This is an optimization exercise on Yosys and OpenROAD, whose aim is small area and a short achievable clock period, not a production implementation. At most, simulation tests tie the RTL to the original design; equivalence was not proved. Power figures rest on the tool's default switching activity, not on a simulated workload.

==> 07-10 <==
// acf
module acf (
    input  wire        clk,
    input  wire        rst,
    input  wire        bus_wr,
    input  wire [8:0]  bus_addr,
    input  wire [31:0] bus_wdata,
    output reg  [31:0] bus_rdata,    
    input  wire        rx_valid,
    input  wire [7:0]  rx_data,
    input  wire        line_fault,
    output wire        open_req,
    input  wire        open_ok,
    input  wire        open_fail,
    output wire        tx_valid,
    output wire [7:0]  tx_data,
    input  wire        tx_ready,
    input  wire        tick
);
    localparam [10:0] SETTLE_LAST = 11'd49;      
    localparam [10:0] WR_LAST     = 11'd1999;    
    localparam [10:0] RD_LAST     = 11'd1999;    
    localparam [2:0] CC_OK = 3'd0, CC_CONN = 3'd1, CC_ILLEGAL = 3'd2;
    localparam [2:0] CA_NONE = 3'd0, CA_OPEN = 3'd1, CA_WRITE = 3'd2,
                     CA_READ = 3'd3, CA_NOTOPEN = 3'd4;
    localparam [2:0] V_OK = 3'd1, V_SHORT = 3'd2, V_CRC = 3'd3,
                     V_MARKER = 3'd4, V_COUNT = 3'd5;
    function [7:0] crc8_step(input [7:0] a, input [7:0] b);
        integer i;
        reg [7:0] x;
        begin
  ...
export LEC_CHECK = 0
export CAP_MARGIN = 20
export CORE_MARGIN = 2
export CORE_UTILIZATION = 40
export CTS_CLUSTER_DIAMETER = 120
export CTS_CLUSTER_SIZE = 30
export SLEW_MARGIN = 20
create_clock -name core_clock -period 10.0 [get_ports {clk}]
standard.sh (not shown) runs the stock make flow with config.mk's settings and CLKGATE_MAP_FILE= SYNTH_SCRIPT=/design/flow/synth_recipe.tcl, a recipe that flattens the netlist after the stock synthesis.
==> flow/flow/run.sh <==
#!/bin/bash
set -euo pipefail
bash standard.sh SETUP_SLACK_MARGIN=6.5 finish > flow_make.log 2>&1
==> inputs of 03-06, as changes to 07-10 <==
--- a/flow/design.v
+++ b/flow/design.v
@@ -64,91 +64,106 @@
     reg [1:0]  txk;
     reg [7:0]  rem;           
     reg [10:0] timer;         
     reg [1:0]  cc;
     reg [2:0]  cause;
     reg        rej_busy, aborted, rvalid, ovf, line_err;
-    reg [20:0] reading25;     
+    reg [15:0] raw16;         
     reg [2:0]  vcode;
     reg [7:0]  vrx, vcalc, vobs;
     reg [8:0]  rxlen;
     reg [7:0]  txd;
     reg [8:0]  count;
     reg [7:0]  fp;            
     reg [7:0]  calc;          
     wire busy = p_open | p_settle | p_send | p_rdwait | p_rdxfer;
     wire full = count[8];
     reg          ph;
     reg          sess_i, full_i;
-    reg  [7:0]   idx_i;
+    reg  [15:0]  ilo, ihi, ilo_i, ihi_i;    
     reg  [7:0]   rp2;                 
     wire [2047:0] fflat, rflat;       
     wire         pop    = p_rdxfer && !line_fault;
     wire         rxb_we = pop && !rst;
     wire         sh     = rx_valid && sess && !full;           
     wire         shn    = !(rx_valid && !sess_i && full_i);    
-    wire [255:0] rsel   = 256'd1 << timer[7:0];
-    wire [255:0] rseln  = ~(256'd1 << ~idx_i);
     wire [7:0]   fdat   = rx_data ^ {8{ph}};   
     wire [7:0]   rdat;                         
     genvar gi;
     generate
         for (gi = 0; gi < 256; gi = gi + 1) begin : g_mem
             reg  [7:0] f, r;
             wire [7:0] fin;
             if (gi == 0) begin : g_in
                 assign fin = fdat;
             end else begin : g_sh
                 assign fin = fflat[(gi-1)*8 +: 8];
             end
-            wire rs  = rxb_we && rsel[gi];
-            wire rsn = !(rxb_we && !rseln[gi]);
+            wire rs  = rxb_we && ilo[gi % 16] && ihi[gi / 16];
+            wire rsn = !rxb_we || ilo_i[gi % 16] || ihi_i[gi / 16];
             always @(posedge clk) begin
                 f <= ~(({8{sh}} | f) & ({8{shn}} | fin));
                 r <= ~(({8{rs}} | r) & ({8{rsn}} | rdat));
             end
             assign fflat[gi*8 +: 8] = f;
             assign rflat[gi*8 +: 8] = r;
         end
     endgenerate
-    wire [7:0] fs1 = 8'd1 << rp2[2:0];
-    wire [7:0] fs2 = 8'd1 << rp2[5:3];
-    wire [3:0] fs3 = 4'd1 << rp2[7:6];
-    reg  [8*32-1:0] fm1;
-    reg  [8*4-1:0]  fm2;
-    reg  [7:0]      fnext_raw;
-    integer j, k;
-    always @(*) begin
-        for (j = 0; j < 32; j = j + 1) begin
-            fm1[j*8 +: 8] = 8'd0;
-            for (k = 0; k < 8; k = k + 1)
-                fm1[j*8 +: 8] = fm1[j*8 +: 8] | (fflat[(8*j+k)*8 +: 8] & {8{fs1[k]}});
+    wire [7:0]      fs1 = 8'd1 << rp2[2:0];
+    wire [7:0]      fs2 = 8'd1 << rp2[5:3];
+    wire [3:0]      fs3 = 4'd1 << rp2[7:6];
+    wire [8*32-1:0] fm1;
+    wire [8*4-1:0]  fm2;
+    wire [7:0]      fnext_raw;
+    genvar fg, fb, fk;
+    generate
+        for (fg = 0; fg < 32; fg = fg + 1) begin : g_fm1
+            for (fb = 0; fb < 8; fb = fb + 1) begin : g_bit
+                wire [7:0] d;
+                for (fk = 0; fk < 8; fk = fk + 1) begin : g_k
+                    assign d[fk] = fflat[(8*fg+fk)*8 + fb];
+                end
+                acf_ao8 u_ao (.d(d), .s(fs1), .y(fm1[fg*8 + fb]));
+            end
+        end
+        for (fg = 0; fg < 4; fg = fg + 1) begin : g_fm2
+            for (fb = 0; fb < 8; fb = fb + 1) begin : g_bit
+                wire [7:0] d;
+                for (fk = 0; fk < 8; fk = fk + 1) begin : g_k
+                    assign d[fk] = fm1[(8*fg+fk)*8 + fb];
+                end
+                acf_ao8 u_ao (.d(d), .s(fs2), .y(fm2[fg*8 + fb]));
+            end
         end
-        for (j = 0; j < 4; j = j + 1) begin
-            fm2[j*8 +: 8] = 8'd0;
-            for (k = 0; k < 8; k = k + 1)
-                fm2[j*8 +: 8] = fm2[j*8 +: 8] | (fm1[(8*j+k)*8 +: 8] & {8{fs2[k]}});
+        for (fb = 0; fb < 8; fb = fb + 1) begin : g_fm3
+            assign fnext_raw[fb] = |({fm2[24+fb], fm2[16+fb], fm2[8+fb], fm2[fb]} & fs3);
         end
-        fnext_raw = 8'd0;
-        for (k = 0; k < 4; k = k + 1)
-            fnext_raw = fnext_raw | (fm2[k*8 +: 8] & {8{fs3[k]}});
-    end
-    wire [32*16-1:0] rm1;
-    wire [32*4-1:0]  rm2;
+    endgenerate
+    wire [7:0]       bs1 = 8'd1 << bus_addr[4:2];
+    wire [7:0]       bs2 = 8'd1 << bus_addr[7:5];
+    wire [32*8-1:0]  rm1;
     wire [31:0]      rxw_raw;
+    genvar gm, gb2, gk;
     generate
-        for (gi = 0; gi < 16; gi = gi + 1) begin : g_rm1
-            assign rm1[gi*32 +: 32] = mux4w(bus_addr[3:2], rflat[(4*gi)*32 +: 32], rflat[(4*gi+1)*32 +: 32],
-                                            rflat[(4*gi+2)*32 +: 32], rflat[(4*gi+3)*32 +: 32]);
+        for (gm = 0; gm < 8; gm = gm + 1) begin : g_rm1
+            for (gb2 = 0; gb2 < 32; gb2 = gb2 + 1) begin : g_bit
+                wire [7:0] d;
+                for (gk = 0; gk < 8; gk = gk + 1) begin : g_k
+                    assign d[gk] = rflat[(8*gm+gk)*32 + gb2];
+                end
+                acf_ao8 u_ao (.d(d), .s(bs1), .y(rm1[gm*32 + gb2]));
+            end
         end
-        for (gi = 0; gi < 4; gi = gi + 1) begin : g_rm2
-            assign rm2[gi*32 +: 32] = mux4w(bus_addr[5:4], rm1[(4*gi)*32 +: 32], rm1[(4*gi+1)*32 +: 32],
-                                            rm1[(4*gi+2)*32 +: 32], rm1[(4*gi+3)*32 +: 32]);
+        for (gb2 = 0; gb2 < 32; gb2 = gb2 + 1) begin : g_rm2
+            wire [7:0] d;
+            for (gk = 0; gk < 8; gk = gk + 1) begin : g_k
+                assign d[gk] = rm1[gk*32 + gb2];
+            end
+            acf_ao8 u_ao (.d(d), .s(bs2), .y(rxw_raw[gb2]));
         end
     endgenerate
-    assign rxw_raw = mux4w(bus_addr[7:6], rm2[0 +: 32], rm2[32 +: 32], rm2[64 +: 32], rm2[96 +: 32]);
     wire [31:0] w   = bus_wdata;
     wire [7:0]  arg = w[7:0];
     wire wr0     = bus_wr && (bus_addr[8:2] == 7'd0);
     wire hi0     = (w[31:16] == 16'd0);
     wire a0      = (arg == 8'd0);
     wire m_init  = hi0 && (w[15:8] == 8'h01) && a0;
@@ -265,34 +280,35 @@
     wire v_mark  = (rb2 != 8'h20);
     wire v_cnt   = (rb3 != 8'h04);
     wire v_ok    = !v_short && !v_crc && !v_mark && !v_cnt;
     wire [2:0] vcode_c = v_short ? V_SHORT : v_crc ? V_CRC : v_mark ? V_MARKER :
                          v_cnt ? V_COUNT : V_OK;
     wire [7:0] vobs_c  = (v_short || v_crc) ? 8'd0 : v_mark ? rb2 : v_cnt ? rb3 : 8'd0;
-    reg  [20:0] prod25;
     wire       crc_upd = pop && (timer[7:0] < 8'd12);
     wire [7:0] calc_c  = crc8_step((timer[7:0] == 8'd0) ? 8'd0 : calc, fp ^ {8{ph}});
     wire pinc = push && !pop;
     wire pdec = pop && !push;
     wire [8:0] count_n = clear ? 9'd0 : pinc ? count + 9'd1 : pdec ? count - 9'd1 : count;
     wire [7:0] rp2_n   = clear ? 8'hFE : pinc ? rp2 + 8'd1 : pdec ? rp2 - 8'd1 : rp2;
     assign rdat = fp;
     wire [7:0] fp_n = (cnt0 || (pop && count == 9'd1)) ? ~fdat :
                       pop ? ~fnext_raw : ~fp;
     always @(posedge clk) begin
         fp    <= fp_n;
-        prod25 <= {rb4, rb5} * 21'd25;
         if (crc_upd) calc <= calc_c;
-        idx_i <= ~timer_n[7:0];
+        ilo   <= 16'd1 << timer_n[3:0];
+        ihi   <= 16'd1 << timer_n[7:4];
+        ilo_i <= ~(16'd1 << timer_n[3:0]);
+        ihi_i <= ~(16'd1 << timer_n[7:4]);
         if (rst) begin
             acc <= 8'd0; sess <= 1'b0;
             p_open <= 1'b0; p_settle <= 1'b0; p_send <= 1'b0; p_rdwait <= 1'b0; p_rdxfer <= 1'b0;
             txk <= 2'd0; rem <= 8'd0; timer <= 11'd0;
             cc <= 2'd0; cause <= CA_NONE;
             rej_busy <= 1'b0; aborted <= 1'b0; rvalid <= 1'b0; ovf <= 1'b0; line_err <= 1'b0;
-            reading25 <= 21'd0; vcode <= 3'd0; vrx <= 8'd0; vcalc <= 8'd0; vobs <= 8'd0;
+            raw16 <= 16'd0; vcode <= 3'd0; vrx <= 8'd0; vcalc <= 8'd0; vobs <= 8'd0;
             rxlen <= 9'd0; txd <= 8'd0;
             count <= 9'd0; rp2 <= 8'hFE;
             sess_i <= 1'b1; full_i <= 1'b1; ph <= 1'b0;
         end else begin
             ph <= ~ph;
             sess_i <= ~sess_n;
@@ -306,13 +322,13 @@
             if (c_val) begin
                 vcode <= vcode_c;
                 vrx   <= v_short ? 8'd0 : rb12;
                 vcalc <= v_short ? 8'd0 : calc;
                 vobs  <= vobs_c;
                 if (v_ok) begin
-                    reading25 <= prod25;
+                    raw16     <= {rb4, rb5};
                     rvalid    <= 1'b1;
                 end
             end
             rxlen <= rxlen_n;
             txd <= sd_start ? 8'hAA : (e_send && !c_close) ? frame_byte(txk_n) : 8'h00;
             count <= count_n;
@@ -322,27 +338,50 @@
     assign open_req = p_open;
     assign tx_valid = p_send;
     assign tx_data  = txd;
     wire [31:0] status = {17'd0, cause, 2'b00, cc, 2'b00,
                           ovf, rvalid, aborted, rej_busy, sess, busy};
     wire [6:0]  word = bus_addr[8:2];
-    reg  [31:0] rd_mux;
+    wire [20:0] reading25 = {5'd0, raw16} * 21'd25;
+    reg  [31:0] regs_rd;
     always @(*) begin
-        case (word)
-            7'd1:    rd_mux = status;
-            7'd2:    rd_mux = {24'd0, acc};
-            7'd3:    rd_mux = {23'd0, rxlen};
-            7'd4:    rd_mux = {vobs, vcalc, vrx, 5'd0, vcode};
-            7'd5:    rd_mux = {9'd0, reading25, 2'b00};
-            7'd6:    rd_mux = 32'h2E2002AA;
-            7'd7:    rd_mux = 32'h04200D8C;
-            7'd8:    rd_mux = {23'd0, count};
-            default: rd_mux = 32'd0;
+        case (word[5:0])
+            6'd1:    regs_rd = status;
+            6'd2:    regs_rd = {24'd0, acc};
+            6'd3:    regs_rd = {23'd0, rxlen};
+            6'd4:    regs_rd = {vobs, vcalc, vrx, 5'd0, vcode};
+            6'd5:    regs_rd = {9'd0, reading25, 2'b00};    
+            6'd6:    regs_rd = 32'h2E2002AA;
+            6'd7:    regs_rd = 32'h04200D8C;
+            6'd8:    regs_rd = {23'd0, count};
+            default: regs_rd = 32'd0;
         endcase
-        if (word[6])
-            rd_mux = rxw_raw ^ {32{ph}};
-    end
-    always @(posedge clk) begin
-        if (rst) bus_rdata <= 32'd0;
-        else     bus_rdata <= rd_mux;
     end
+    wire        sel_rx = word[6] && !rst;
+    wire [31:0] r0     = (word[6] || rst) ? 32'd0 : regs_rd;
+    wire [31:0] d_if1  = sel_rx ? {32{~ph}} : r0;
+    wire [31:0] d_if0  = sel_rx ? {32{ph}}  : r0;
+    wire [31:0] rd_n;
+    genvar gb;
+    generate
+        for (gb = 0; gb < 32; gb = gb + 1) begin : g_rd
+            acf_mx2 u_mx (.s(rxw_raw[gb]), .a(d_if1[gb]), .b(d_if0[gb]), .y(rd_n[gb]));
+        end
+    endgenerate
+    always @(posedge clk)
+        bus_rdata <= rd_n;
+endmodule
+module acf_ao8 (
+    input  wire [7:0] d,
+    input  wire [7:0] s,
+    output wire       y
+);
+    assign y = |(d & s);
+endmodule
+module acf_mx2 (
+    input  wire s,
+    input  wire a,
+    input  wire b,
+    output wire y
+);
+    assign y = s ? a : b;
 endmodule
CORE_UTILIZATION = 55   (was 40)
CTS_CLUSTER_DIAMETER = 90   (was 120)
CTS_CLUSTER_SIZE = 20   (was 30)
SYNTH_HIERARCHICAL = 1   (was default)
==> inputs of 12-22, as changes to 07-10 <==
--- a/flow/design.v
+++ b/flow/design.v
@@ -107,34 +107,31 @@
                 r <= ~(({8{rs}} | r) & ({8{rsn}} | rdat));
             end
             assign fflat[gi*8 +: 8] = f;
             assign rflat[gi*8 +: 8] = r;
         end
     endgenerate
-    wire [7:0] fs1 = 8'd1 << rp2[2:0];
-    wire [7:0] fs2 = 8'd1 << rp2[5:3];
-    wire [3:0] fs3 = 4'd1 << rp2[7:6];
-    reg  [8*32-1:0] fm1;
-    reg  [8*4-1:0]  fm2;
-    reg  [7:0]      fnext_raw;
-    integer j, k;
-    always @(*) begin
-        for (j = 0; j < 32; j = j + 1) begin
-            fm1[j*8 +: 8] = 8'd0;
-            for (k = 0; k < 8; k = k + 1)
-                fm1[j*8 +: 8] = fm1[j*8 +: 8] | (fflat[(8*j+k)*8 +: 8] & {8{fs1[k]}});
-        end
-        for (j = 0; j < 4; j = j + 1) begin
-            fm2[j*8 +: 8] = 8'd0;
-            for (k = 0; k < 8; k = k + 1)
-                fm2[j*8 +: 8] = fm2[j*8 +: 8] | (fm1[(8*j+k)*8 +: 8] & {8{fs2[k]}});
-        end
-        fnext_raw = 8'd0;
-        for (k = 0; k < 4; k = k + 1)
-            fnext_raw = fnext_raw | (fm2[k*8 +: 8] & {8{fs3[k]}});
-    end
+    wire [8*64-1:0] fm1;
+    wire [8*16-1:0] fm2;
+    wire [8*4-1:0]  fm3;
+    wire [7:0]      fnext_raw;
+    generate
+        for (gi = 0; gi < 64; gi = gi + 1) begin : g_fm1
+            assign fm1[gi*8 +: 8] = mux4b(rp2[1:0], fflat[(4*gi)*8 +: 8], fflat[(4*gi+1)*8 +: 8],
+                                          fflat[(4*gi+2)*8 +: 8], fflat[(4*gi+3)*8 +: 8]);
+        end
+        for (gi = 0; gi < 16; gi = gi + 1) begin : g_fm2
+            assign fm2[gi*8 +: 8] = mux4b(rp2[3:2], fm1[(4*gi)*8 +: 8], fm1[(4*gi+1)*8 +: 8],
+                                          fm1[(4*gi+2)*8 +: 8], fm1[(4*gi+3)*8 +: 8]);
+        end
+        for (gi = 0; gi < 4; gi = gi + 1) begin : g_fm3
+            assign fm3[gi*8 +: 8] = mux4b(rp2[5:4], fm2[(4*gi)*8 +: 8], fm2[(4*gi+1)*8 +: 8],
+                                          fm2[(4*gi+2)*8 +: 8], fm2[(4*gi+3)*8 +: 8]);
+        end
+    endgenerate
+    assign fnext_raw = mux4b(rp2[7:6], fm3[0 +: 8], fm3[8 +: 8], fm3[16 +: 8], fm3[24 +: 8]);
     wire [32*16-1:0] rm1;
     wire [32*4-1:0]  rm2;
     wire [31:0]      rxw_raw;
     generate
         for (gi = 0; gi < 16; gi = gi + 1) begin : g_rm1
             assign rm1[gi*32 +: 32] = mux4w(bus_addr[3:2], rflat[(4*gi)*32 +: 32], rflat[(4*gi+1)*32 +: 32],
@@ -265,25 +262,24 @@
     wire v_mark  = (rb2 != 8'h20);
     wire v_cnt   = (rb3 != 8'h04);
     wire v_ok    = !v_short && !v_crc && !v_mark && !v_cnt;
     wire [2:0] vcode_c = v_short ? V_SHORT : v_crc ? V_CRC : v_mark ? V_MARKER :
                          v_cnt ? V_COUNT : V_OK;
     wire [7:0] vobs_c  = (v_short || v_crc) ? 8'd0 : v_mark ? rb2 : v_cnt ? rb3 : 8'd0;
-    reg  [20:0] prod25;
+    wire [20:0] prod25 = {rb4, rb5} * 21'd25;
     wire       crc_upd = pop && (timer[7:0] < 8'd12);
     wire [7:0] calc_c  = crc8_step((timer[7:0] == 8'd0) ? 8'd0 : calc, fp ^ {8{ph}});
     wire pinc = push && !pop;
     wire pdec = pop && !push;
     wire [8:0] count_n = clear ? 9'd0 : pinc ? count + 9'd1 : pdec ? count - 9'd1 : count;
     wire [7:0] rp2_n   = clear ? 8'hFE : pinc ? rp2 + 8'd1 : pdec ? rp2 - 8'd1 : rp2;
     assign rdat = fp;
     wire [7:0] fp_n = (cnt0 || (pop && count == 9'd1)) ? ~fdat :
                       pop ? ~fnext_raw : ~fp;
     always @(posedge clk) begin
         fp    <= fp_n;
-        prod25 <= {rb4, rb5} * 21'd25;
         if (crc_upd) calc <= calc_c;
         idx_i <= ~timer_n[7:0];
         if (rst) begin
             acc <= 8'd0; sess <= 1'b0;
             p_open <= 1'b0; p_settle <= 1'b0; p_send <= 1'b0; p_rdwait <= 1'b0; p_rdxfer <= 1'b0;
             txk <= 2'd0; rem <= 8'd0; timer <= 11'd0;
==> flow/flow/run.sh (replaced) <==
#!/bin/bash
set -euo pipefail
bash standard.sh SETUP_SLACK_MARGIN=6.3 finish > flow_make.log 2>&1
CTS_CLUSTER_DIAMETER = default   (was 120)
CTS_CLUSTER_SIZE = default   (was 30)
==> comparison <==
12-22 produced a clean layout. 07-10 went through all stages and came out clean. 03-06 went through all stages and came out clean.
The highest clock power belongs to 12-22, the lowest to 07-10.
Of 03-06 and 07-10, 03-06 has the higher wire length (gap about 2.5%, measured against 07-10).
Setup slack: 03-06 < 07-10 < 12-22.
Utilization: 07-10 < 12-22 < 03-06.
Via count, lowest first: 12-22, 07-10, 03-06.
Final cell count: 03-06 < 07-10 < 12-22.
In 03-06 the worst hold slack is better than in 12-22, by 19 ps.
Critical path depth: 12-22 is lower than 07-10 (2).
Sequential cell count, lowest first: 12-22, 07-10, 03-06.
Sequential power is about the same in 07-10 and 12-22.
==> figures <==
CP peak stage delay: 03-06 670 ps; 12-22 690 ps; 07-10 570 ps
Area share of and/or/nand/nor cells after synthesis: 03-06 6.68%; 12-22 3.85%; 07-10 4.08%
Total via count in the routed design: 03-06 132,000; 12-22 118,000; 07-10 123,000
Power density of the placed cells: 03-06 169 nW/µm²; 12-22 190 nW/µm²; 07-10 157 nW/µm²
Final cycle utilization of the critical path: 03-06 41.8%; 12-22 38.6%; 07-10 40.3%
Portion of the post-synthesis area used by sequential elements: 03-06 57.5%; 12-22 54.6%; 07-10 55.4%
End-of-flow core utilization: 03-06 61.4%; 12-22 46.1%; 07-10 44.9%
Summed instance area of the synthesized netlist: 03-06 151,000 µm²; 12-22 157,000 µm²; 07-10 156,000 µm²
Worst reg2reg startpoint: 03-06 raw16[3]; 12-22 timer[2]; 07-10 ph
Adder-cell area share of the yosys netlist: 03-06 0.814%; 12-22 0.671%; 07-10 0.822%
Final non-filler cell total: 03-06 17,700; 12-22 18,600; 07-10 18,500
Share of the synthesized area in compound gates (AO/OA/AOI/OAI): 03-06 29.8%; 12-22 19.6%; 07-10 22.7%
Global-route wire length before repair: 03-06 796,000 µm; 12-22 722,000 µm; 07-10 775,000 µm
Number of setup buffers added after CTS: 03-06 147; 12-22 77; 07-10 178
Proportion of synthesized area in mux cells: 03-06 0.647%; 12-22 17.1%; 07-10 12.9%
Aggregate routed wire length: 03-06 548,000 µm; 12-22 484,000 µm; 07-10 534,000 µm
Share of the final layout cell area in multi-input gates: 03-06 36.7%; 12-22 37.7%; 07-10 39.0%
Routed wire length per instance: 03-06 31.0 µm; 12-22 26.1 µm; 07-10 28.8 µm
Status: 03-06 timing/DRC/antenna clean; 12-22 timing/DRC/antenna clean; 07-10 timing/DRC/antenna clean
Initial cell density of the core: 03-06 55.2%; 12-22 40.1%; 07-10 40.3%
Core ar.: 03-06 273,000 µm²; 12-22 391,000 µm²; 07-10 386,000 µm²
For 07-10, only the layout was checked, not whether the RTL still works.

## re-timing with driven ports
Ports are ideal in the flow. The routed layouts listed here were re-timed in OpenROAD.
Step 1, drivers: a clkbuf_16 drives clk and a buf_2 each remaining input, both assumed.
Step 2 also shifts input and output timing later by t, the mid clock arrival at the registers, as if the neighbouring blocks saw the same clock.
a / b / c = ideal / step 1 / step 2; a / b = the first two.
run | shift t [ns] | setup slack, ns | worst data-port slew with drivers (ns) | pins driven straight from the clock port
07-10 | 1.010 | 5.973 / 5.840 / 4.829 | 0.25 | 1
03-06 | 1.046 | 5.821 / 5.888 / 4.843 | 0.24 | 1
12-22 | 1.026 | 6.139 / 6.040 / 5.014 | 0.32 | 1
After both steps every run listed still meets setup and hold. The setup slack of 07-10, which loses most, moves by -0.133 ns with the drivers and by -1.144 ns with both steps.
